Context: an optimization exercise on an open-source flow, tuned for small area, a short achievable clock period and few clock cycles. The choices shown serve that exercise and are no tape-out recipe. In this exercise RTL edits were held to simulation tests only and were not proved equivalent to the original. Power and IR drop assume default switching activity.

==> flow/design.v (outline; a module is shown in full before it is edited, if it fits) <==
// module musicbytes_synth: 358 lines
// module sine_table: 8139 lines
module musicbytes_synth (
    input  wire        clk,
    input  wire        rst,
    input  wire        note_valid,
    output wire        note_ready,
    input  wire [7:0]  note_tempo,
    input  wire [3:0]  note_dur,
    input  wire [7:0]  note_vol,
    input  wire [21:0] note_freq,
    output wire        out_valid,
    input  wire        out_ready,
    output wire [15:0] out_sample
);
  // ...
==> flow/flow/run.sh <==
#!/bin/bash
set -euo pipefail
bash standard.sh SETUP_SLACK_MARGIN=8.5 finish > flow_make.log 2>&1
==> flow/standard.sh <==
#!/bin/bash
# synth_recipe.tcl (not shown) runs the flow's synth.tcl, then flattens the netlist and writes it again
# the make line also repeats each setting of config.mk as NAME=value (left out here)
make -C /OpenROAD-flow-scripts/flow DESIGN_CONFIG=/design/flow/config.mk WORK_HOME=/design/flow/orfs CLKGATE_MAP_FILE= SYNTH_SCRIPT=/design/flow/synth_recipe.tcl "${@:-finish}"
==> flow/config.mk <==
export PLATFORM = sky130hd
export DESIGN_NAME = musicbytes_synth
export DESIGN_NICKNAME = musicbytes_synth
export VERILOG_FILES = /design/flow/design.v
export SDC_FILE = /design/flow/constraint.sdc
export NUM_CORES = 4
export LEC_CHECK = 0
export ABC_AREA = 1
export CAP_MARGIN = 20
export CORE_MARGIN = 2
export CORE_UTILIZATION = 30
export SLEW_MARGIN = 20
export SYNTH_MEMORY_MAX_BITS = 16384
==> flow/constraint.sdc <==
create_clock -name core_clock -period 12.0 [get_ports {clk}]
set_input_delay 2.4000 -clock core_clock [delete_from_list [all_inputs] [get_ports {clk}]]
set_output_delay 2.4000 -clock core_clock [all_outputs]
set_load 0.01 [all_outputs]
==> results.json, run 1 <==
{
  "status": "timing/DRC/antenna clean",
  "crit_slowest_cell": "edfxtp_1",
  "timing.rr.start": "addr[4]",
  "yosysMostFrequentCell": "nand2_1",
  "clkTransAtPathRegs_ns": 0.09,
  "path_cells": "buf_8 > inv_4 > nand2_1 > buf_6 > inv_2 > buf_4 > nand2_1 > nand3_1 > nor3_1 > nor2_1 > nand3_1 > nand2_1 > nand2_2 > nand2_1",
  "worst_setup_path_start_kind": "register",
  "pre_cts_slack_ns": 7.50,
  "drtPass1Iterations": 9,
  "swShare_pct": 50.7,
  "layout_commonest_cell": "nand2_1",
  "utilization_pct": 35.5,
  "clk_path_buf_depth": 2,
  "nNetsFinal": 3919,
  "grtUsageMet2_pct": 45.7,
  "ctsHoldBuffers": 0,
  "synthMuxAreaShare_pct": 0.0859,
  "root_buffer": "clkbuf_16",
  "crit_type": "register to register",
  "required_ns": 12.22,
  "drtIter0Drc": 3808,
  "antenna_found_initial": 9,
  "yosysUniqueCellTypes": 57,
  "seq_area_um2": 5780,
  "drv_slew": 0,
  "avgSynthCellArea_um2": 6.49,
  "nNonClkInverters": 488,
  "ys_seq_area_share_pct": 24.8,
  "n_antenna_cell": 7,
  "synthFlopType": "edfxtp_1",
  "finalHoldViolCount": 0,
  "dieArea_um2": 80000
}
Testbench counts, summed over its fixed seeds: cycles 1,809,065.
==> run 2, diff against run 1 <==
==> flow/flow/run.sh (replaced) <==
#!/bin/bash
# The standard layout (the standard.sh: standard synthesis, floorplan, place, CTS,
# route, finish) with two changes to how it is made:
#  - the setup repair steps are asked to keep 8.5 ns of slack at the design's 12 ns clock,
#    so that they size up the longest paths;
#  - the port buffers that placement inserts on every input and output are buf_2 cells.
# The constraints (constraint.sdc, clock period 12 ns) are unchanged.
# make's full output goes to flow_make.log here; each ORFS step logs under orfs/logs.
set -euo pipefail
bash standard.sh SETUP_SLACK_MARGIN=8.5 "BUFFER_PORTS_ARGS=-buffer_cell sky130_fd_sc_hd__buf_2" finish > flow_make.log 2>&1
==> results.json, run 2 <==
{
  "fmax_ghz": 0.274,
  "core-area_um2": 77200,
  "swShare_pct": 51.7,
  "final_area_um2": 27000,
  "portBuffers": 63,
  "worst_pin_slew_ns": 1.32,
  "die_x_um": 283,
  "internal_power_mw": 2.59,
  "drv_slew": 0,
  "globalplace.congestion": 1.12,
  "cp_top_family": "simple AND/OR/NAND/NOR gates",
  "drc": 0,
  "ys_ff_latch": 195,
  "yosysUniqueCellTypes": 57,
  "netlist_instances": 3591,
  "power_leakage_nw": 13.0,
  "vdd_ir_drop_max_mv": 0.120,
  "async_flop_share_pct": 0,
  "area_delta_synth_final_pct": 15.9,
  "nNetsFinal": 3903,
  "r2r_end": "mag[4]",
  "rrSetupSlack_ns": 8.35,
  "initial_core_util_pct": 30.2,
  "track_usage_pct": 32.5,
  "ant_nets": 0,
  "power.switching_mw": 2.77,
  "grt_max_degree": 58,
  "layout_common_cells": "1055 x nand2_1, 452 x inv_1, 354 x nand3_1",
  "seq_power_share_pct": 21.9,
  "clkTransAtPathRegs_ns": 0.09,
  "clk_path_buf_depth": 2,
  "via_count": 27600,
  "synth_edf_count": 187,
  "crit_slowest_cell": "edfxtp_1",
  "worst_setup_path_start_kind": "register",
  "first_global_vias": 26400,
  "cp.arrival_ns": 3.87,
  "cts_sinks": 195,
  "rsz0062_at_grt": "yes",
  "worstHoldPathType": "register to register",
  "avgSynthCellArea_um2": 6.49,
  "max_stage_delay_ns": 0.59,
  "ys_seq_area_share_pct": 24.8,
  "numCtsBuffers": 17,
  "min_period_ns": 3.65,
  "p_clk_share_pct": 11.3,
  "yosysTopAreaCell": "edfxtp_1",
  "hpwl_um": 94800,
  "slew_headroom_pct": 11.7,
  "grt_pass1_wl_um": 186000,
  "synthesis.nets": 3846,
  "setup_viol": 0,
  "die_h_um": 283,
  "crit_fanout": 30,
  "wl_per_cell_um": 27.9,
  "ff2ff_path_depth": 12,
  "largest_register_ffs": 19,
  "root_buffer": "clkbuf_16",
  "post-route-period-util_pct": 30.4,
  "syn_area_um2": 23300,
  "min_path_cells": 0,
  "powerDensity_nw_per_um2": 199,
  "status": "timing/DRC/antenna clean",
  "critPathBufInv": 1,
  "combPwrFrac_pct": 66.8,
  "drtIter0Drc": 4198,
  "ys_top_cells_by_count": "1106 x nand2_1, 477 x inv_1, 369 x nand3_1",
  "maxCapViolations": 0,
  "setup_tns_ns": 0,
  "yosys_warnings": 1,
  "required_ns": 12.22,
  "synthTopCellsByArea": "edfxtp_1 24%, nand2_1 18%, fa_1 8.5%, nand3_1 7.9%, inv_1 7.7%",
  "hold_start": "sa",
  "place_inst": 4586,
  "viasPerCell": 5.86,
  "routed_wl_um": 131000,
  "synthFlopType": "edfxtp_1",
  "hold_end": "sr",
  "antenna_found_initial": 9,
  "yosysMostFrequentCell": "nand2_1",
  "drtPass1Iterations": 8,
  "drive_above_1_share_pct": 12.4,
  "crit_top_cell": "nand2_1",
  "fin_skew_ns": 0.0213,
  "dieArea_um2": 80000,
  "yosysTopAreaCellShare_pct": 24.1,
  "path_cells": "buf_4 > nand2_1 > nand2_2 > nand2_1 > nand4_1 > nand3_1 > a21oi_1 > nand2_1 > nand2_1 > nand3_1 > nand2_1 > nand2_1",
  "layout_commonest_cell": "nand2_1",
  "rows": 102,
  "grt_overflow_total": 0,
  "end_kind": "register",
  "h-tree-depth": 4,
  "timing.rr.start": "addr[3]",
  "ios": 64,
  "tritoncts": "built",
  "place_area_um2": 24600,
  "crit_type": "register to register",
  "clk_latency_ns": 0.48,
  "layoutNonFillerInstCount": 4708,
  "finalHoldViolCount": 0,
  "largest_register": "q"
}
run 2: changes by cell type in the layout (fill, tap and decap cells not counted), moves of 10 or more:
cell | before | now
buf_4 | 111 | 95
buf_2 | 5 | 64
clkbuf_2 | 10 | 0
clkdlybuf4s50_1 | 40 | 0
run 2: how the worst max path moves through the flow:
stage | from | to | slack, ns | cells past startpoint
2_1_floorplan | out_ready | e[0] | 7.63 | 4
5_1_grt | e[1] | e[11] | 8.25 | 21
4_1_cts | mag[6] | mc | 8.43 | 11
3_3_place_gp | addr[1] | mag[3] | 7.13 | 18
6_report | addr[3] | mag[4] | 8.35 | 12
3_5_place_dp | addr[1] | mag[3] | 7.14 | 18
run 2: final cells by class:
class	instances	area, um2
multi-input cells	2757	16000
flip-flops and latches	195	5780
clock buffers	17	425
repair inverters	1	5.00
clock inverters	15	175
fillers	8467	50200
well taps	1040	1300
diodes	7	17.5
inverters	488	1890
repair buffers	188	1440
run 2: stage by stage:
| step | setup slack (ns) | util [%] | hold slack [ns] | power [mW] |
|---|---|---|---|---|
| 2_1_floorplan | 7.63 | - | 0.400 | 3.13 |
| 3_3_place_gp | 7.13 | 31.9 | 0.436 | 4.04 |
| 3_5_place_dp | 7.14 | 31.9 | 0.415 | 4.00 |
| 4_1_cts | 8.43 | 33.9 | 0.435 | 4.95 |
| 5_1_grt | 8.25 | 35.0 | 0.444 | 5.71 |
| 6_report | 8.35 | 35.0 | 0.434 | 5.36 |
run 2: power groups by stage:
| stage | logic [mW] | registers (mW) | clock network [mW] |
|---|---|---|---|
| CTS | 3.16 | 1.16 | 0.620 |
| floorplan | 2.00 | 1.13 | 0 |
| global placement | 2.87 | 1.17 | 0 |
| global route | 3.88 | 1.19 | 0.645 |
| detailed placement | 2.83 | 1.17 | 0 |
| finish | 3.58 | 1.17 | 0.608 |
run 2: what timing repair did:
| item | 4_1_cts | 5_1_grt |
|---|---|---|
| endpoints found under the setup margin | 159 | 88 |
| pin swaps | 26 | 45 |
| gates cloned | 6 | 1 |
| gates resized for setup | 135 | 141 |
| hold buffers | 0 | 0 |
| setup buffers | 49 | 26 |
run 2: logic make-up after synthesis:
kind of cell             after synthesis  synth area share, %
AO/OA/AOI/OAI                        535                 12.6
multiplexers                           2               0.0859
XOR/XNOR                              65                 2.44
flip-flops                           195                 24.8
buffers and inverters                644                 11.0
AND/OR/NAND/NOR                     1941                 34.7
adder cells (fa/ha/maj)              209                 14.4
run 2: layer usage:
metal | up-vias | track usage [%] | part of all wire, %
met5 | - | 0 | 0.030
met4 | 6 | 20.1 | 7.7
met3 | 618 | 10.6 | 12
met2 | 2079 | 48.2 | 42
met1 | 13000 | 40.6 | 38
li1 | 11900 | - | -
==> module musicbytes_synth, before the edit <==
module musicbytes_synth (
    input  wire        clk,
    input  wire        rst,
    input  wire        note_valid,
    output wire        note_ready,
    input  wire [7:0]  note_tempo,
    input  wire [3:0]  note_dur,
    input  wire [7:0]  note_vol,
    input  wire [21:0] note_freq,
    output wire        out_valid,
    input  wire        out_ready,
    output wire [15:0] out_sample
);
    localparam [2:0] S_IDLE  = 3'd0,    
                     S_PREP  = 3'd1,    
                     S_DIV1A = 3'd2,    
                     S_DIV1B = 3'd3,    
                     S_DIV2  = 3'd4,    
                     S_LAST  = 3'd5,    
                     S_RUN   = 3'd6;    
    localparam [17:0] X_BASE = 18'd165375;
    reg [2:0]  state;
    reg [4:0]  k;
    reg [17:0] e;            
    reg [18:0] q;            
    reg [17:0] dreg;         
    reg [11:0] dph;
    reg [11:0] ph;
    reg        c;
    reg [17:0] cnt;          
    reg [7:0]  vol;
    reg [9:0]  addr;         
    reg        a10, sa, va;
    reg [14:0] mag;
    reg        sr, vr;
    reg [15:0] ma, mb;       
    reg        mc, sm, vm;
    reg [15:0] outq;
    reg        ov;
    reg        nr;           
    wire run   = (state == S_RUN);
    wire div1a = (state == S_DIV1A);
    wire div1  = div1a | (state == S_DIV1B);
    wire div2  = (state == S_DIV2);
    wire stall   = ov & ~out_ready;
    wire drained = ~va & ~vr & ~vm & ~ov;
    wire [3:0]  cp_in = (note_dur >= 4'd9) ? 5'd17 - note_dur : 4'd8 - note_dur;
    wire [7:0]  tm    = dreg[7:0];
    wire [7:0]  bpm   = (tm < 8'd120) ? tm + 8'd120 :
                        (tm < 8'd240) ? tm : tm - 8'd120;
    wire        bit_in = div1a ? X_BASE[k] : div2 & dreg[17];
    wire [18:0] t_run  = {1'b0, e} + {1'b0, dreg};
    wire [18:0] t      = run ? t_run : {e, bit_in};
    wire [17:0] op_b   = div1 ? {10'd0, dreg[7:0]} : q[18:1];
    wire        cin_u  = div1 | ~q[0];
    wire [19:0] u      = {1'b0, t} + {2'b11, ~op_b} + {19'd0, cin_u};
    wire        ge     = ~u[19];
    wire [17:0] e_nx   = ge ? u[17:0] : t[17:0];
    reg         lastq;
    wire        pre_last = (cnt == {16'd0, ~q[0], q[0]});
    wire        to_div2 = (div1a & (k == 5'd0) & (cnt[3:0] == 4'd0)) |
                          ((state == S_DIV1B) & (cnt[3:0] == 4'd1));
    wire [14:0] table_q;
    sine_table u_table (.a(addr), .q(table_q));
    wire [10:0] addr_nx = ph[10] ? (11'd1024 - {1'b0, ph[9:0]}) : {1'b0, ph[9:0]};
    wire ms1 = (mag[6] & vol[0]) ^ (mag[5] & vol[1]);
    wire mc2 = (mag[6] & vol[0]) & (mag[5] & vol[1]);
    wire ms3 = (mag[7] & vol[0]) ^ (mag[6] & vol[1]) ^ (mag[5] & vol[2]);
    wire mc4 = ((mag[7] & vol[0]) & (mag[6] & vol[1])) | ((mag[5] & vol[2]) & ((mag[7] & vol[0]) ^ (mag[6] & vol[1])));
    wire ms5 = (mag[4] & vol[3]) ^ (mag[3] & vol[4]) ^ (mag[2] & vol[5]);
    wire mc6 = ((mag[4] & vol[3]) & (mag[3] & vol[4])) | ((mag[2] & vol[5]) & ((mag[4] & vol[3]) ^ (mag[3] & vol[4])));
    wire ms7 = (mag[8] & vol[0]) ^ (mag[7] & vol[1]) ^ (mag[6] & vol[2]);
    wire mc8 = ((mag[8] & vol[0]) & (mag[7] & vol[1])) | ((mag[6] & vol[2]) & ((mag[8] & vol[0]) ^ (mag[7] & vol[1])));
    wire ms9 = (mag[5] & vol[3]) ^ (mag[4] & vol[4]) ^ (mag[3] & vol[5]);
    wire mc10 = ((mag[5] & vol[3]) & (mag[4] & vol[4])) | ((mag[3] & vol[5]) & ((mag[5] & vol[3]) ^ (mag[4] & vol[4])));
    wire ms11 = (mag[2] & vol[6]) ^ (mag[1] & vol[7]);
    wire mc12 = (mag[2] & vol[6]) & (mag[1] & vol[7]);
    wire ms13 = (mag[9] & vol[0]) ^ (mag[8] & vol[1]) ^ (mag[7] & vol[2]);
    wire mc14 = ((mag[9] & vol[0]) & (mag[8] & vol[1])) | ((mag[7] & vol[2]) & ((mag[9] & vol[0]) ^ (mag[8] & vol[1])));
    wire ms15 = (mag[6] & vol[3]) ^ (mag[5] & vol[4]) ^ (mag[4] & vol[5]);
    wire mc16 = ((mag[6] & vol[3]) & (mag[5] & vol[4])) | ((mag[4] & vol[5]) & ((mag[6] & vol[3]) ^ (mag[5] & vol[4])));
    wire ms17 = (mag[3] & vol[6]) ^ (mag[2] & vol[7]) ^ sr;
    wire mc18 = ((mag[3] & vol[6]) & (mag[2] & vol[7])) | (sr & ((mag[3] & vol[6]) ^ (mag[2] & vol[7])));
    wire ms19 = (mag[10] & vol[0]) ^ (mag[9] & vol[1]) ^ (mag[8] & vol[2]);
    wire mc20 = ((mag[10] & vol[0]) & (mag[9] & vol[1])) | ((mag[8] & vol[2]) & ((mag[10] & vol[0]) ^ (mag[9] & vol[1])));
    wire ms21 = (mag[7] & vol[3]) ^ (mag[6] & vol[4]) ^ (mag[5] & vol[5]);
    wire mc22 = ((mag[7] & vol[3]) & (mag[6] & vol[4])) | ((mag[5] & vol[5]) & ((mag[7] & vol[3]) ^ (mag[6] & vol[4])));
    wire ms23 = (mag[4] & vol[6]) ^ (mag[3] & vol[7]) ^ sr;
    wire mc24 = ((mag[4] & vol[6]) & (mag[3] & vol[7])) | (sr & ((mag[4] & vol[6]) ^ (mag[3] & vol[7])));
    wire ms25 = (mag[11] & vol[0]) ^ (mag[10] & vol[1]) ^ (mag[9] & vol[2]);
    wire mc26 = ((mag[11] & vol[0]) & (mag[10] & vol[1])) | ((mag[9] & vol[2]) & ((mag[11] & vol[0]) ^ (mag[10] & vol[1])));
    wire ms27 = (mag[8] & vol[3]) ^ (mag[7] & vol[4]) ^ (mag[6] & vol[5]);
    wire mc28 = ((mag[8] & vol[3]) & (mag[7] & vol[4])) | ((mag[6] & vol[5]) & ((mag[8] & vol[3]) ^ (mag[7] & vol[4])));
    wire ms29 = (mag[5] & vol[6]) ^ (mag[4] & vol[7]) ^ sr;
    wire mc30 = ((mag[5] & vol[6]) & (mag[4] & vol[7])) | (sr & ((mag[5] & vol[6]) ^ (mag[4] & vol[7])));
    wire ms31 = (mag[12] & vol[0]) ^ (mag[11] & vol[1]) ^ (mag[10] & vol[2]);
    wire mc32 = ((mag[12] & vol[0]) & (mag[11] & vol[1])) | ((mag[10] & vol[2]) & ((mag[12] & vol[0]) ^ (mag[11] & vol[1])));
    wire ms33 = (mag[9] & vol[3]) ^ (mag[8] & vol[4]) ^ (mag[7] & vol[5]);
    wire mc34 = ((mag[9] & vol[3]) & (mag[8] & vol[4])) | ((mag[7] & vol[5]) & ((mag[9] & vol[3]) ^ (mag[8] & vol[4])));
    wire ms35 = (mag[6] & vol[6]) ^ (mag[5] & vol[7]) ^ sr;
    wire mc36 = ((mag[6] & vol[6]) & (mag[5] & vol[7])) | (sr & ((mag[6] & vol[6]) ^ (mag[5] & vol[7])));
    wire ms37 = (mag[13] & vol[0]) ^ (mag[12] & vol[1]) ^ (mag[11] & vol[2]);
    wire mc38 = ((mag[13] & vol[0]) & (mag[12] & vol[1])) | ((mag[11] & vol[2]) & ((mag[13] & vol[0]) ^ (mag[12] & vol[1])));
    wire ms39 = (mag[10] & vol[3]) ^ (mag[9] & vol[4]) ^ (mag[8] & vol[5]);
    wire mc40 = ((mag[10] & vol[3]) & (mag[9] & vol[4])) | ((mag[8] & vol[5]) & ((mag[10] & vol[3]) ^ (mag[9] & vol[4])));
    wire ms41 = (mag[7] & vol[6]) ^ (mag[6] & vol[7]) ^ sr;
    wire mc42 = ((mag[7] & vol[6]) & (mag[6] & vol[7])) | (sr & ((mag[7] & vol[6]) ^ (mag[6] & vol[7])));
    wire ms43 = (mag[14] & vol[0]) ^ (mag[13] & vol[1]) ^ (mag[12] & vol[2]);
    wire mc44 = ((mag[14] & vol[0]) & (mag[13] & vol[1])) | ((mag[12] & vol[2]) & ((mag[14] & vol[0]) ^ (mag[13] & vol[1])));
    wire ms45 = (mag[11] & vol[3]) ^ (mag[10] & vol[4]) ^ (mag[9] & vol[5]);
    wire mc46 = ((mag[11] & vol[3]) & (mag[10] & vol[4])) | ((mag[9] & vol[5]) & ((mag[11] & vol[3]) ^ (mag[10] & vol[4])));
    wire ms47 = (mag[8] & vol[6]) ^ (mag[7] & vol[7]) ^ sr;
    wire mc48 = ((mag[8] & vol[6]) & (mag[7] & vol[7])) | (sr & ((mag[8] & vol[6]) ^ (mag[7] & vol[7])));
    wire ms49 = (mag[14] & vol[1]) ^ (mag[13] & vol[2]) ^ (mag[12] & vol[3]);
    wire mc50 = ((mag[14] & vol[1]) & (mag[13] & vol[2])) | ((mag[12] & vol[3]) & ((mag[14] & vol[1]) ^ (mag[13] & vol[2])));
    wire ms51 = (mag[11] & vol[4]) ^ (mag[10] & vol[5]) ^ (mag[9] & vol[6]);
    wire mc52 = ((mag[11] & vol[4]) & (mag[10] & vol[5])) | ((mag[9] & vol[6]) & ((mag[11] & vol[4]) ^ (mag[10] & vol[5])));
    wire ms53 = (mag[8] & vol[7]) ^ sr;
    wire mc54 = (mag[8] & vol[7]) & sr;
    wire ms55 = (mag[14] & vol[2]) ^ (mag[13] & vol[3]) ^ (mag[12] & vol[4]);
    wire mc56 = ((mag[14] & vol[2]) & (mag[13] & vol[3])) | ((mag[12] & vol[4]) & ((mag[14] & vol[2]) ^ (mag[13] & vol[3])));
    wire ms57 = (mag[11] & vol[5]) ^ (mag[10] & vol[6]) ^ (mag[9] & vol[7]);
    wire mc58 = ((mag[11] & vol[5]) & (mag[10] & vol[6])) | ((mag[9] & vol[7]) & ((mag[11] & vol[5]) ^ (mag[10] & vol[6])));
    wire ms59 = (mag[14] & vol[3]) ^ (mag[13] & vol[4]) ^ (mag[12] & vol[5]);
    wire mc60 = ((mag[14] & vol[3]) & (mag[13] & vol[4])) | ((mag[12] & vol[5]) & ((mag[14] & vol[3]) ^ (mag[13] & vol[4])));
    wire ms61 = (mag[4] & vol[0]) ^ (mag[3] & vol[1]);
    wire mc62 = (mag[4] & vol[0]) & (mag[3] & vol[1]);
    wire ms63 = (mag[5] & vol[0]) ^ (mag[4] & vol[1]) ^ (mag[3] & vol[2]);
    wire mc64 = ((mag[5] & vol[0]) & (mag[4] & vol[1])) | ((mag[3] & vol[2]) & ((mag[5] & vol[0]) ^ (mag[4] & vol[1])));
    wire ms65 = (mag[2] & vol[3]) ^ (mag[1] & vol[4]);
    wire mc66 = (mag[2] & vol[3]) & (mag[1] & vol[4]);
    wire ms67 = ms1 ^ (mag[4] & vol[2]) ^ (mag[3] & vol[3]);
    wire mc68 = (ms1 & (mag[4] & vol[2])) | ((mag[3] & vol[3]) & (ms1 ^ (mag[4] & vol[2])));
    wire ms69 = (mag[2] & vol[4]) ^ (mag[1] & vol[5]) ^ (mag[0] & vol[6]);
    wire mc70 = ((mag[2] & vol[4]) & (mag[1] & vol[5])) | ((mag[0] & vol[6]) & ((mag[2] & vol[4]) ^ (mag[1] & vol[5])));
    wire ms71 = ms3 ^ ms5 ^ (mag[1] & vol[6]);
    wire mc72 = (ms3 & ms5) | ((mag[1] & vol[6]) & (ms3 ^ ms5));
    wire ms73 = (mag[0] & vol[7]) ^ 1'b1 ^ mc2;
    wire mc74 = ((mag[0] & vol[7]) & 1'b1) | (mc2 & ((mag[0] & vol[7]) ^ 1'b1));
    wire ms75 = ms7 ^ ms9 ^ ms11;
    wire mc76 = (ms7 & ms9) | (ms11 & (ms7 ^ ms9));
    wire ms77 = sr ^ mc4 ^ mc6;
    wire mc78 = (sr & mc4) | (mc6 & (sr ^ mc4));
    wire ms79 = ms13 ^ ms15 ^ ms17;
    wire mc80 = (ms13 & ms15) | (ms17 & (ms13 ^ ms15));
    wire ms81 = mc8 ^ mc10 ^ mc12;
    wire mc82 = (mc8 & mc10) | (mc12 & (mc8 ^ mc10));
    wire ms83 = ms19 ^ ms21 ^ ms23;
    wire mc84 = (ms19 & ms21) | (ms23 & (ms19 ^ ms21));
    wire ms85 = mc14 ^ mc16 ^ mc18;
    wire mc86 = (mc14 & mc16) | (mc18 & (mc14 ^ mc16));
    wire ms87 = ms25 ^ ms27 ^ ms29;
    wire mc88 = (ms25 & ms27) | (ms29 & (ms25 ^ ms27));
    wire ms89 = mc20 ^ mc22 ^ mc24;
    wire mc90 = (mc20 & mc22) | (mc24 & (mc20 ^ mc22));
    wire ms91 = ms31 ^ ms33 ^ ms35;
    wire mc92 = (ms31 & ms33) | (ms35 & (ms31 ^ ms33));
    wire ms93 = mc26 ^ mc28 ^ mc30;
    wire mc94 = (mc26 & mc28) | (mc30 & (mc26 ^ mc28));
    wire ms95 = ms37 ^ ms39 ^ ms41;
    wire mc96 = (ms37 & ms39) | (ms41 & (ms37 ^ ms39));
    wire ms97 = mc32 ^ mc34 ^ mc36;
    wire mc98 = (mc32 & mc34) | (mc36 & (mc32 ^ mc34));
    wire ms99 = ms43 ^ ms45 ^ ms47;
    wire mc100 = (ms43 & ms45) | (ms47 & (ms43 ^ ms45));
    wire ms101 = mc38 ^ mc40 ^ mc42;
    wire mc102 = (mc38 & mc40) | (mc42 & (mc38 ^ mc40));
    wire ms103 = ms49 ^ ms51 ^ ms53;
    wire mc104 = (ms49 & ms51) | (ms53 & (ms49 ^ ms51));
    wire ms105 = mc44 ^ mc46 ^ mc48;
    wire mc106 = (mc44 & mc46) | (mc48 & (mc44 ^ mc46));
    wire ms107 = ms55 ^ ms57 ^ sr;
    wire mc108 = (ms55 & ms57) | (sr & (ms55 ^ ms57));
    wire ms109 = mc50 ^ mc52 ^ mc54;
    wire mc110 = (mc50 & mc52) | (mc54 & (mc50 ^ mc52));
    wire ms111 = ms59 ^ (mag[11] & vol[6]) ^ (mag[10] & vol[7]);
    wire mc112 = (ms59 & (mag[11] & vol[6])) | ((mag[10] & vol[7]) & (ms59 ^ (mag[11] & vol[6])));
    wire ms113 = sr ^ mc56 ^ mc58;
    wire mc114 = (sr & mc56) | (mc58 & (sr ^ mc56));
    wire ms115 = (mag[14] & vol[4]) ^ (mag[13] & vol[5]) ^ (mag[12] & vol[6]);
    wire mc116 = ((mag[14] & vol[4]) & (mag[13] & vol[5])) | ((mag[12] & vol[6]) & ((mag[14] & vol[4]) ^ (mag[13] & vol[5])));
    wire ms117 = (mag[11] & vol[7]) ^ sr ^ mc60;
    wire mc118 = ((mag[11] & vol[7]) & sr) | (mc60 & ((mag[11] & vol[7]) ^ sr));
    wire ms119 = (mag[14] & vol[5]) ^ (mag[13] & vol[6]) ^ (mag[12] & vol[7]);
    wire mc120 = ((mag[14] & vol[5]) & (mag[13] & vol[6])) | ((mag[12] & vol[7]) & ((mag[14] & vol[5]) ^ (mag[13] & vol[6])));
    wire ms121 = (mag[3] & vol[0]) ^ (mag[2] & vol[1]);
    wire mc122 = (mag[3] & vol[0]) & (mag[2] & vol[1]);
    wire ms123 = ms61 ^ (mag[2] & vol[2]) ^ (mag[1] & vol[3]);
    wire mc124 = (ms61 & (mag[2] & vol[2])) | ((mag[1] & vol[3]) & (ms61 ^ (mag[2] & vol[2])));
    wire ms125 = ms63 ^ ms65 ^ (mag[0] & vol[5]);
    wire mc126 = (ms63 & ms65) | ((mag[0] & vol[5]) & (ms63 ^ ms65));
    wire ms127 = ms67 ^ ms69 ^ mc64;
    wire mc128 = (ms67 & ms69) | (mc64 & (ms67 ^ ms69));
    wire ms129 = ms71 ^ ms73 ^ mc68;
    wire mc130 = (ms71 & ms73) | (mc68 & (ms71 ^ ms73));
    wire ms131 = ms75 ^ ms77 ^ mc72;
    wire mc132 = (ms75 & ms77) | (mc72 & (ms75 ^ ms77));
    wire ms133 = ms79 ^ ms81 ^ mc76;
    wire mc134 = (ms79 & ms81) | (mc76 & (ms79 ^ ms81));
    wire ms135 = ms83 ^ ms85 ^ mc80;
    wire mc136 = (ms83 & ms85) | (mc80 & (ms83 ^ ms85));
    wire ms137 = ms87 ^ ms89 ^ mc84;
    wire mc138 = (ms87 & ms89) | (mc84 & (ms87 ^ ms89));
    wire ms139 = ms91 ^ ms93 ^ mc88;
    wire mc140 = (ms91 & ms93) | (mc88 & (ms91 ^ ms93));
    wire ms141 = ms95 ^ ms97 ^ mc92;
    wire mc142 = (ms95 & ms97) | (mc92 & (ms95 ^ ms97));
    wire ms143 = ms99 ^ ms101 ^ mc96;
    wire mc144 = (ms99 & ms101) | (mc96 & (ms99 ^ ms101));
    wire ms145 = ms103 ^ ms105 ^ mc100;
    wire mc146 = (ms103 & ms105) | (mc100 & (ms103 ^ ms105));
    wire ms147 = ms107 ^ ms109 ^ mc104;
    wire mc148 = (ms107 & ms109) | (mc104 & (ms107 ^ ms109));
    wire ms149 = ms111 ^ ms113 ^ mc108;
    wire mc150 = (ms111 & ms113) | (mc108 & (ms111 ^ ms113));
    wire ms151 = ms115 ^ ms117 ^ mc112;
    wire mc152 = (ms115 & ms117) | (mc112 & (ms115 ^ ms117));
    wire ms153 = ms119 ^ sr ^ mc116;
    wire mc154 = (ms119 & sr) | (mc116 & (ms119 ^ sr));
    wire ms155 = (mag[14] & vol[6]) ^ (mag[13] & vol[7]) ^ sr;
    wire mc156 = ((mag[14] & vol[6]) & (mag[13] & vol[7])) | (sr & ((mag[14] & vol[6]) ^ (mag[13] & vol[7])));
    wire ms157 = (mag[2] & vol[0]) ^ (mag[1] & vol[1]);
    wire mc158 = (mag[2] & vol[0]) & (mag[1] & vol[1]);
    wire ms159 = ms121 ^ (mag[1] & vol[2]) ^ (mag[0] & vol[3]);
    wire mc160 = (ms121 & (mag[1] & vol[2])) | ((mag[0] & vol[3]) & (ms121 ^ (mag[1] & vol[2])));
    wire ms161 = ms123 ^ (mag[0] & vol[4]) ^ mc122;
    wire mc162 = (ms123 & (mag[0] & vol[4])) | (mc122 & (ms123 ^ (mag[0] & vol[4])));
    wire ms163 = ms125 ^ mc62 ^ mc124;
    wire mc164 = (ms125 & mc62) | (mc124 & (ms125 ^ mc62));
    wire ms165 = ms127 ^ mc66 ^ mc126;
    wire mc166 = (ms127 & mc66) | (mc126 & (ms127 ^ mc66));
    wire ms167 = ms129 ^ mc70 ^ mc128;
    wire mc168 = (ms129 & mc70) | (mc128 & (ms129 ^ mc70));
    wire ms169 = ms131 ^ mc74 ^ mc130;
    wire mc170 = (ms131 & mc74) | (mc130 & (ms131 ^ mc74));
    wire ms171 = ms133 ^ mc78 ^ mc132;
    wire mc172 = (ms133 & mc78) | (mc132 & (ms133 ^ mc78));
    wire ms173 = ms135 ^ mc82 ^ mc134;
    wire mc174 = (ms135 & mc82) | (mc134 & (ms135 ^ mc82));
    wire ms175 = ms137 ^ mc86 ^ mc136;
    wire mc176 = (ms137 & mc86) | (mc136 & (ms137 ^ mc86));
    wire ms177 = ms139 ^ mc90 ^ mc138;
    wire mc178 = (ms139 & mc90) | (mc138 & (ms139 ^ mc90));
    wire ms179 = ms141 ^ mc94 ^ mc140;
    wire mc180 = (ms141 & mc94) | (mc140 & (ms141 ^ mc94));
    wire ms181 = ms143 ^ mc98 ^ mc142;
    wire mc182 = (ms143 & mc98) | (mc142 & (ms143 ^ mc98));
    wire ms183 = ms145 ^ mc102 ^ mc144;
    wire mc184 = (ms145 & mc102) | (mc144 & (ms145 ^ mc102));
    wire ms185 = ms147 ^ mc106 ^ mc146;
    wire mc186 = (ms147 & mc106) | (mc146 & (ms147 ^ mc106));
    wire ms187 = ms149 ^ mc110 ^ mc148;
    wire mc188 = (ms149 & mc110) | (mc148 & (ms149 ^ mc110));
    wire ms189 = ms151 ^ mc114 ^ mc150;
    wire mc190 = (ms151 & mc114) | (mc150 & (ms151 ^ mc114));
    wire ms191 = ms153 ^ mc118 ^ mc152;
    wire mc192 = (ms153 & mc118) | (mc152 & (ms153 ^ mc118));
    wire ms193 = ms155 ^ mc120 ^ mc154;
    wire mc194 = (ms155 & mc120) | (mc154 & (ms155 ^ mc120));
    wire ms195 = (mag[14] & vol[7]) ^ sr ^ mc156;
    wire mc196 = ((mag[14] & vol[7]) & sr) | (mc156 & ((mag[14] & vol[7]) ^ sr));
    wire [23:0] mrow_a = {sr, sr, ms195, ms193, ms191, ms189, ms187, ms185, ms183, ms181, ms179, ms177, ms175, ms173, ms171, ms169, ms167, ms165, ms163, ms161, ms159, ms157, (mag[1] & vol[0]), (mag[0] & vol[0])};
    wire [23:0] mrow_b = {1'b0, mc196, mc194, mc192, mc190, mc188, mc186, mc184, mc182, mc180, mc178, mc176, mc174, mc172, mc170, mc168, mc166, mc164, mc162, mc160, mc158, (mag[0] & vol[2]), (mag[0] & vol[1]), 1'b0};
    wire [8:0]  low_sum = {1'b0, mrow_a[7:0]} + {1'b0, mrow_b[7:0]};
    wire [15:0] scaled  = ma + mb + {15'd0, mc};
    wire [15:0] out_val = scaled ^ {16{sm}};
    assign note_ready = nr;
    assign out_valid  = ov;
    assign out_sample = outq;
    always @(posedge clk) begin
        if (rst) begin
            state <= S_IDLE;
            va    <= 1'b0;
            vr    <= 1'b0;
            vm    <= 1'b0;
            ov    <= 1'b0;
            nr    <= 1'b0;
        end else begin
            nr <= (state == S_LAST) & drained & ~(nr & note_valid);
            if (!stall) begin
                va <= run;
                vr <= va;
                vm <= vr;
                ov <= vm;
            end
            case (state)
                S_IDLE:  if (note_valid) state <= S_PREP;
                S_PREP:  state <= S_DIV1A;
                S_DIV1A: if (k == 5'd0) state <= to_div2 ? S_DIV2 : S_DIV1B;
                S_DIV1B: if (to_div2) state <= S_DIV2;
                S_DIV2:  if (k == 5'd0) state <= S_LAST;
                S_LAST:  if (nr && note_valid) state <= S_RUN;
                S_RUN:   if (!stall && lastq) state <= S_IDLE;
                default: state <= S_IDLE;
            endcase
        end
    end
    always @(posedge clk) begin
        case (state)
            S_IDLE: begin
                dreg[7:0] <= note_tempo;
                cnt[3:0]  <= cp_in;
            end
            S_PREP: begin
                dreg[7:0] <= bpm;
                e         <= 18'd0;
                q         <= 19'd0;
                k         <= 5'd17;
            end
            S_DIV1A, S_DIV1B: begin
                e <= e_nx;
                q <= {q[17:0], ge};
                k <= k - 5'd1;
                if (!div1a) cnt[3:0] <= cnt[3:0] - 4'd1;
                if (to_div2) begin
                    e                <= 18'd0;
                    {dreg, cnt[3:0]} <= note_freq;
                    k                <= 5'd25;
                end
            end
            S_DIV2: begin
                e                <= e_nx;
                dph              <= {dph[10:0], ge};
                {dreg, cnt[3:0]} <= {dreg[16:0], cnt[3:0], 1'b0};
                k                <= k - 5'd1;
            end
            S_LAST: begin
                cnt   <= q[18:1];
                lastq <= 1'b0;
                dreg  <= e;
                ph    <= 12'd0;
                c     <= 1'b0;
                if (nr) vol <= note_vol;
            end
            S_RUN: begin
                if (!stall) begin
                    ph  <= ph + dph + {11'd0, c};
                    e   <= e_nx;
                    c   <= ge;
                    cnt <= cnt - 18'd1;
                    lastq <= pre_last;
                end
            end
            default: ;
        endcase
        if (!stall) begin
            {a10, addr} <= addr_nx;
            sa   <= ph[11];
            mag  <= table_q | {15{a10}};
            sr   <= sa;
            ma   <= mrow_a[23:8];
            mb   <= mrow_b[23:8];
            mc   <= low_sum[8];
            sm   <= sr;
            outq <= out_val;
        end
    end
endmodule
==> run 3, diff against run 2 <==
--- a/flow/design.v
+++ b/flow/design.v
@@ -17,7 +17,8 @@
                      S_DIV1B = 3'd3,    
                      S_DIV2  = 3'd4,    
                      S_LAST  = 3'd5,    
-                     S_RUN   = 3'd6;    
+                     S_RUN   = 3'd6,    
+                     S_DN    = 3'd7;    
     localparam [17:0] X_BASE = 18'd165375;
     reg [2:0]  state;
     reg [4:0]  k;
@@ -30,7 +31,7 @@
     reg [17:0] cnt;          
     reg [7:0]  vol;
     reg [9:0]  addr;         
-    reg        a10, sa, va;
+    reg        sa, va;
     reg [14:0] mag;
     reg        sr, vr;
     reg [15:0] ma, mb;       
@@ -48,21 +49,25 @@
     wire [7:0]  tm    = dreg[7:0];
     wire [7:0]  bpm   = (tm < 8'd120) ? tm + 8'd120 :
                         (tm < 8'd240) ? tm : tm - 8'd120;
+    wire        dn_st  = (state == S_DN);
     wire        bit_in = div1a ? X_BASE[k] : div2 & dreg[17];
-    wire [18:0] t_run  = {1'b0, e} + {1'b0, dreg};
-    wire [18:0] t      = run ? t_run : {e, bit_in};
+    wire [18:0] s_add  = {1'b0, e} + {1'b0, dreg};
+    wire [18:0] a_op   = (run | dn_st) ? {1'b0, e} : {e, bit_in};
     wire [17:0] op_b   = div1 ? {10'd0, dreg[7:0]} : q[18:1];
-    wire        cin_u  = div1 | ~q[0];
-    wire [19:0] u      = {1'b0, t} + {2'b11, ~op_b} + {19'd0, cin_u};
+    wire [19:0] b_op   = run ? {q[18], q} : {2'b11, ~op_b};
+    wire        cin_u  = ~run & (div1 | ~q[0]);
+    wire [19:0] u      = {1'b0, a_op} + b_op + {19'd0, cin_u};
     wire        ge     = ~u[19];
-    wire [17:0] e_nx   = ge ? u[17:0] : t[17:0];
-    reg         lastq;
-    wire        pre_last = (cnt == {16'd0, ~q[0], q[0]});
+    wire [17:0] e_nx   = ge ? u[17:0] : a_op[17:0];
+    wire [17:0] e_run  = ge ? u[17:0] : s_add[17:0];
+    reg         lastq, rbq;
+    wire        pre_last = (cnt == {16'd0, ~rbq, rbq});
     wire        to_div2 = (div1a & (k == 5'd0) & (cnt[3:0] == 4'd0)) |
                           ((state == S_DIV1B) & (cnt[3:0] == 4'd1));
     wire [14:0] table_q;
     sine_table u_table (.a(addr), .q(table_q));
-    wire [10:0] addr_nx = ph[10] ? (11'd1024 - {1'b0, ph[9:0]}) : {1'b0, ph[9:0]};
+    wire        ph_zero = (ph[9:0] == 10'd0);
+    wire [9:0]  addr_nx = ph[10] ? (ph_zero ? 10'h3ff : 10'd0 - ph[9:0]) : ph[9:0];
     wire ms1 = (mag[6] & vol[0]) ^ (mag[5] & vol[1]);
     wire mc2 = (mag[6] & vol[0]) & (mag[5] & vol[1]);
     wire ms3 = (mag[7] & vol[0]) ^ (mag[6] & vol[1]) ^ (mag[5] & vol[2]);
@@ -288,7 +293,8 @@
                 S_PREP:  state <= S_DIV1A;
                 S_DIV1A: if (k == 5'd0) state <= to_div2 ? S_DIV2 : S_DIV1B;
                 S_DIV1B: if (to_div2) state <= S_DIV2;
-                S_DIV2:  if (k == 5'd0) state <= S_LAST;
+                S_DIV2:  if (k == 5'd0) state <= S_DN;
+                S_DN:    state <= S_LAST;
                 S_LAST:  if (nr && note_valid) state <= S_RUN;
                 S_RUN:   if (!stall && lastq) state <= S_IDLE;
                 default: state <= S_IDLE;
@@ -324,18 +330,22 @@
                 {dreg, cnt[3:0]} <= {dreg[16:0], cnt[3:0], 1'b0};
                 k                <= k - 5'd1;
             end
-            S_LAST: begin
+            S_DN: begin
+                q     <= u[18:0];
                 cnt   <= q[18:1];
+                rbq   <= q[0];
                 lastq <= 1'b0;
                 dreg  <= e;
                 ph    <= 12'd0;
                 c     <= 1'b0;
+            end
+            S_LAST: begin
                 if (nr) vol <= note_vol;
             end
             S_RUN: begin
                 if (!stall) begin
                     ph  <= ph + dph + {11'd0, c};
-                    e   <= e_nx;
+                    e   <= e_run;
                     c   <= ge;
                     cnt <= cnt - 18'd1;
                     lastq <= pre_last;
@@ -344,9 +354,9 @@
             default: ;
         endcase
         if (!stall) begin
-            {a10, addr} <= addr_nx;
+            addr <= addr_nx;
             sa   <= ph[11];
-            mag  <= table_q | {15{a10}};
+            mag  <= table_q;
             sr   <= sa;
             ma   <= mrow_a[23:8];
             mb   <= mrow_b[23:8];
==> results.json, run 3 <==
{
  "area_delta_synth_final_pct": 13.3,
  "cp.arrival_ns": 3.88,
  "yosysTopAreaCellShare_pct": 23.6,
  "first_global_vias": 26100,
  "rrSetupSlack_ns": 8.36,
  "drtPass1Iterations": 8,
  "antenna_found_initial": 9,
  "largest_register_ffs": 19,
  "gr-max-usage-layer": "met2",
  "portBuffers": 63,
  "grtUsageMet2_pct": 44.6,
  "via_count": 27600,
  "nNetsFinal": 3935,
  "ys_top_cells_by_count": "1093 x nand2_1, 479 x inv_1, 349 x nand3_1",
  "grt_pass1_wl_um": 184000,
  "hpwl_um": 93900,
  "worst_setup_path_start_kind": "register",
  "slew_headroom_pct": 35.0,
  "yosysTopAreaCell": "edfxtp_1",
  "post-route-period-util_pct": 30.3,
  "numCtsBuffers": 17,
  "die_x_um": 285,
  "power_leakage_nw": 12.7,
  "yosys_warnings": 1,
  "worstHoldPathType": "register to register",
  "tritoncts": "built",
  "max_stage_delay_ns": 0.50,
  "fin_skew_ns": 0.0176,
  "vdd_ir_drop_max_mv": 0.117,
  "synthesis.nets": 3905,
  "drv_slew": 0,
  "rows": 103,
  "ant_nets": 0,
  "avgSynthCellArea_um2": 6.50,
  "hold_slack_ns": 0.422,
  "setup_tns_ns": 0,
  "fmax_ghz": 0.275,
  "wl_per_cell_um": 27.3,
  "ios": 64,
  "num-fill-cells": 8699,
  "largest_register": "q",
  "globalplace.congestion": 1.12,
  "cts_sinks": 195,
  "async_flop_share_pct": 0,
  "layout_commonest_cell": "nand2_1",
  "track_usage_pct": 30.9,
  "path_cells": "buf_4 > ha_2 > inv_1 > nand2_2 > inv_1 > nand2_1 > nand2_1 > o21ai_0 > nand2_1 > nand3_1 > nand2_1 > nor2_1 > nor2_1",
  "viasPerCell": 5.82,
  "grt_max_degree": 83,
  "drc": 0,
  "die_h_um": 285,
  "netlist_instances": 3652,
  "synthFlopType": "edfxtp_1",
  "clk_latency_ns": 0.48,
  "clk_path_buf_depth": 2,
  "drtIter0Drc": 4325,
  "ys_seq_area_share_pct": 24.3,
  "clkTransAtPathRegs_ns": 0.09,
  "crit_top_cell": "nand2_1",
  "initial_core_util_pct": 30.2,
  "grt_use_met3_pct": 10.6,
  "use_met1_pct": 40.3,
  "min_period_ns": 3.64,
  "crit_slowest_cell": "ha_2",
  "worst_pin_slew_ns": 0.972,
  "ys_ff_latch": 195,
  "powerDensity_nw_per_um2": 158,
  "utilization_pct": 34.2,
  "synth_edf_count": 187,
  "crit_type": "register to register",
  "maxCapViolations": 0,
  "end_kind": "register",
  "status": "timing/DRC/antenna clean",
  "root_buffer": "clkbuf_16",
  "h-tree-depth": 4,
  "layout_common_cells": "1061 x nand2_1, 465 x inv_1, 346 x nand3_1",
  "required_ns": 12.24,
  "yosysMostFrequentCell": "nand2_1",
  "grt_overflow_total": 0,
  "rsz0062_at_grt": "yes",
  "finalHoldViolCount": 0,
  "routed_wl_um": 130000,
  "setup_viol": 0,
  "crit_fanout": 16,
  "dieArea_um2": 81400,
  "synthTopCellsByArea": "edfxtp_1 24%, nand2_1 17%, fa_1 8.3%, inv_1 7.6%, nand3_1 7.4%",
  "syn_area_um2": 23800,
  "yosysUniqueCellTypes": 56,
  "drive_above_1_share_pct": 9.91,
  "core-area_um2": 78700
}
run 3: changes by cell type in the layout (fill, tap and decap cells not counted), moves of 19 or more:
cell / delta
nand4_1: -23
o211ai_1: +20
ha_1: +19
o22ai_1: +25
ha_4: -21
o21ai_0: +45
a21oi_1: +21
nor2_1: -32
run 3: cell type report:
type                            instances  area, um2  share of cell area, %
Antenna cell                            4       10.0                 0.0372
Clock buffer                           17        425                   1.58
Clock inverter                         14        164                  0.609
Inverter                              501       1960                   7.28
Multi-Input combinational cell       2798      15900                   59.1
Sequential cell                       195       5780                   21.5
Tap cell                             1050       1310                   4.88
Timing Repair Buffer                  169       1350                   5.03
run 3: final timing paths:
check / start / to / cells past startpoint
hold / removal: sa / sr / 0
hold reg to reg: sa / sr / 0
setup reg to reg: addr[0] / mag[3] / 13
setup / recovery: addr[0] / mag[3] / 13
run 3: timing repair:
item	CTS	global route
hold buffers	0	0
setup buffers	27	30
setup endpoints to repair	67	46
resized for setup	87	107
gates cloned	2	3
pin swaps	13	21
run 3: per-stage QoR:
step	cell area, um2	setup slack [ns]	cells	total power [mW]
3_3_place_gp	25000	7.39	4648	3.38
2_1_floorplan	23800	7.59	3652	2.73
4_1_cts	26100	8.47	4709	4.04
5_1_grt	26900	8.39	4745	4.55
3_5_place_dp	25000	7.38	4649	3.37
6_report	26900	8.36	4748	4.24
run 3: critical path, delay by kind of cell (launching register included):
family / cells / cell delay [ns]
AND/OR/NAND/NOR: 8 / 1.48
buffers and inverters: 3 / 0.69
adder cells (fa/ha/maj): 1 / 0.50
AO/OA/AOI/OAI: 1 / 0.36
flip-flops: 1 / 0.34
run 3: kinds of logic (layout without fill, tap and decap cells):
family,Yosys count,in the layout,synth area share (%)
other,0,4,0
adder cells (fa/ha/maj),207,207,14.0
AO/OA/AOI/OAI,655,655,15.3
buffers and inverters,662,701,11.1
XOR/XNOR,66,66,2.43
AND/OR/NAND/NOR,1867,1870,32.9
flip-flops,195,195,24.3
run 3: routing by layer:
metal | wire length (um) | share of wire, % | vias up
met3 | 16100 | 12 | 540
li1 | - | - | 12100
met2 | 52700 | 41 | 1926
met4 | 8900 | 6.9 | 8
met1 | 52000 | 40 | 13100
met5 | 55 | 0.042 | -
run 3: where the power goes:
group	switching (mW)	internal, mW	total (mW)
logic	1.66	0.873	2.53
registers	0.115	0.981	1.10
clock network	0.317	0.298	0.615
Testbench counts of run 3, summed over its fixed seeds: cycles 1,809,113.
==> run 4, diff against run 3 <==
--- a/flow/config.mk
+++ b/flow/config.mk
@@ -8,6 +8,6 @@
 export ABC_AREA = 1
 export CAP_MARGIN = 20
 export CORE_MARGIN = 2
-export CORE_UTILIZATION = 30
+export CORE_UTILIZATION = 45
 export SLEW_MARGIN = 20
 export SYNTH_MEMORY_MAX_BITS = 16384
==> results.json, run 4 <==
{
  "viasPerCell": 6.47,
  "powerDensity_nw_per_um2": 163,
  "internal_power_mw": 2.16,
  "synthesis.nets": 3905,
  "maxCapViolations": 0,
  "ys_seq_area_share_pct": 24.3,
  "worst_pin_slew_ns": 1.05,
  "track_usage_pct": 47.3,
  "setup_tns_ns": 0,
  "h-tree-depth": 4,
  "via_count": 28400,
  "layout_commonest_cell": "nand2_1",
  "clk_path_buf_depth": 2,
  "ys_ff_latch": 195,
  "cp.arrival_ns": 3.92,
  "required_ns": 12.25,
  "root_buffer": "clkbuf_16",
  "place_area_um2": 24500,
  "ctsHoldBuffers": 0,
  "combPwrFrac_pct": 59.4,
  "yosysUniqueCellTypes": 56,
  "final_area_um2": 26500,
  "async_flop_share_pct": 0,
  "yosysTopAreaCell": "edfxtp_1",
  "dieArea_um2": 54600,
  "hold_slack_ns": 0.437,
  "synthTopCellsByArea": "edfxtp_1 24%, nand2_1 17%, fa_1 8.3%, inv_1 7.6%, nand3_1 7.4%",
  "yosysTopAreaCellShare_pct": 23.6,
  "fmax_ghz": 0.272,
  "layout_common_cells": "1065 x nand2_1, 466 x inv_1, 346 x nand3_1",
  "p_total_mw": 4.30,
  "hpwl_um": 93800,
  "yosys_warnings": 1,
  "fin_skew_ns": 0.0143,
  "clkTransAtPathRegs_ns": 0.09,
  "numCtsBuffers": 17,
  "synth_edf_count": 187,
  "nNetsFinal": 3938,
  "slew_headroom_pct": 29.4,
  "antenna_found_initial": 10,
  "drive_above_1_share_pct": 9.71,
  "die_x_um": 234,
  "vdd_ir_drop_max_mv": 0.215,
  "power.switching_mw": 2.15,
  "rsz0062_at_grt": "yes",
  "ios": 64,
  "first_global_vias": 26700,
  "area_delta_synth_final_pct": 11.4,
  "ant_nets": 0,
  "initial_core_util_pct": 45.4,
  "wl_per_cell_um": 29.7,
  "avgSynthCellArea_um2": 6.50,
  "cts_sinks": 195,
  "worst_setup_path_start_kind": "register",
  "power_leakage_nw": 12.8,
  "rows": 84,
  "yosysMostFrequentCell": "nand2_1",
  "synthFlopType": "edfxtp_1",
  "globalplace.congestion": 1.15,
  "grt_max_degree": 75,
  "ys_top_cells_by_count": "1093 x nand2_1, 479 x inv_1, 349 x nand3_1",
  "portBuffers": 63,
  "crit_fanout": 16,
  "setup_viol": 0,
  "p_clk_share_pct": 14.8,
  "finalHoldViolCount": 0,
  "post-route-period-util_pct": 30.6,
  "clk_latency_ns": 0.49,
  "grt_overflow_total": 0,
  "end_kind": "register",
  "drtIter0Drc": 4176,
  "largest_register": "q",
  "status": "timing/DRC/antenna clean",
  "netlist_instances": 3652,
  "routed_wl_um": 131000,
  "worstHoldPathType": "register to register",
  "seq_power_share_pct": 25.8,
  "drc": 0,
  "tritoncts": "built",
  "die_h_um": 234,
  "drtPass1Iterations": 7,
  "syn_area_um2": 23800,
  "swShare_pct": 49.9,
  "largest_register_ffs": 19,
  "grt_pass1_wl_um": 184000,
  "min_period_ns": 3.67,
  "crit_type": "register to register",
  "core-area_um2": 52300,
  "drv_slew": 0
}
## run 4: cell counts after synthesis
Identical to the previous run, type by type.
## run 4: power groups by stage
stage	clock network (mW)	registers [mW]	logic, mW
finish	0.637	1.11	2.56
global route	0.664	1.12	2.79
CTS	0.646	1.11	2.39
detailed placement	0	1.12	2.30
global placement	0	1.11	2.31
floorplan	0	1.08	1.65
## run 4: metrics by stage
stage | util, % | worst slack (ns) | instances
final | 50.5 | 8.33 | 4392
after global routing | 50.5 | 8.44 | 4387
after CTS | 49.4 | 8.48 | 4352
after detailed placement | 46.9 | 7.15 | 4284
after global placement | 46.9 | 7.13 | 4284
after floorplan | - | 7.59 | 3652
## run 4: final cells by class
class | instances | area, um2
inverter | 501 | 1960
tap | 688 | 861
fill | 5421 | 25900
multi-input combinational | 2800 | 15900
antenna | 6 | 15.0
clock buffer | 17 | 425
clock inverter | 15 | 206
sequential | 195 | 5780
timing repair buffer | 170 | 1300
## run 4: final timing paths
kind | startpoint | to | slack (ns) | cells after the start
min reg2reg | sa | sr | 0.44 | 0
min | sa | sr | 0.44 | 0
max | addr[0] | mag[1] | 8.33 | 13
max reg2reg | addr[0] | mag[1] | 8.33 | 13
## run 4: kinds of logic (layout without fill, tap and decap cells)
kind of cell	Yosys count	after routing	share of synthesized area, %
AND/OR/NAND/NOR	1867	1872	32.9
other	0	6	0
buffers and inverters	662	703	11.1
flip-flops	195	195	24.3
AO/OA/AOI/OAI	655	655	15.3
adder cells (fa/ha/maj)	207	207	14.0
XOR/XNOR	66	66	2.43
## run 4: critical path: stages, from the launching register on
cell and delay (ns):
edfxtp_1 0.35, buf_6 0.27, clkinv_4 0.25, ha_4 0.25
nand2_1 0.51, nand2_1 0.36, inv_1 0.37, o21ai_0 0.18
o21ai_0 0.27, nand2_1 0.18, nand3_1 0.16, nor2_1 0.06
nor2_1 0.12, nor2_1 0.06
## run 4: what timing repair did
item	in CTS	in global routing
setup buffers	32	31
gates cloned	4	3
gates resized for setup	118	82
pin swaps	18	14
setup endpoints to repair	65	121
## run 4: routing by layer
metal | wire [um] | global-route usage (%) | vias to the layer above
met5 | 118 | 0 | -
met4 | 11900 | 34.4 | 15
met3 | 18300 | 19.5 | 772
met2 | 53400 | 68.7 | 2324
met1 | 47000 | 56.2 | 13200
li1 | - | - | 12100

[port drivers added, routing unchanged]
In the flow no input, the clock included, has a driving cell. The finished layouts below were timed again as built, in two steps.
Step 1, drivers: a clkbuf_16 drives clk and a buf_2 each remaining input, both assumed.
Step 2, shift: input delay + t, output delay - t, t = (earliest + latest rising clock arrival at the registers) / 2. This alone moves slack from input paths to output paths.
a / b / c = ideal / step 1 / step 2; a / b = the first two.
run | t (ns) | slack for setup (ns) | clock arrival spread, ns | worst register clock-pin slew, ns | worst data-port slew with drivers (ns)
run 1 | 0.518 | 8.326 / 8.326 / 8.072 | 0.019 / 0.019 | 0.09 / 0.09 | 0.16
run 2 | 0.526 | 8.352 / 8.352 / 8.125 | 0.022 / 0.022 | 0.09 / 0.09 | 0.14
run 3 | 0.525 | 8.364 / 8.364 / 8.100 | 0.022 / 0.022 | 0.09 / 0.09 | 0.15
run 4 | 0.553 | 8.327 / 8.327 / 8.049 | 0.015 / 0.016 | 0.09 / 0.09 | 0.07
After both steps setup and hold are still met in every run listed. The setup slack of run 4, which loses most, moves by 0.000 ns with the drivers and by -0.278 ns with both steps.
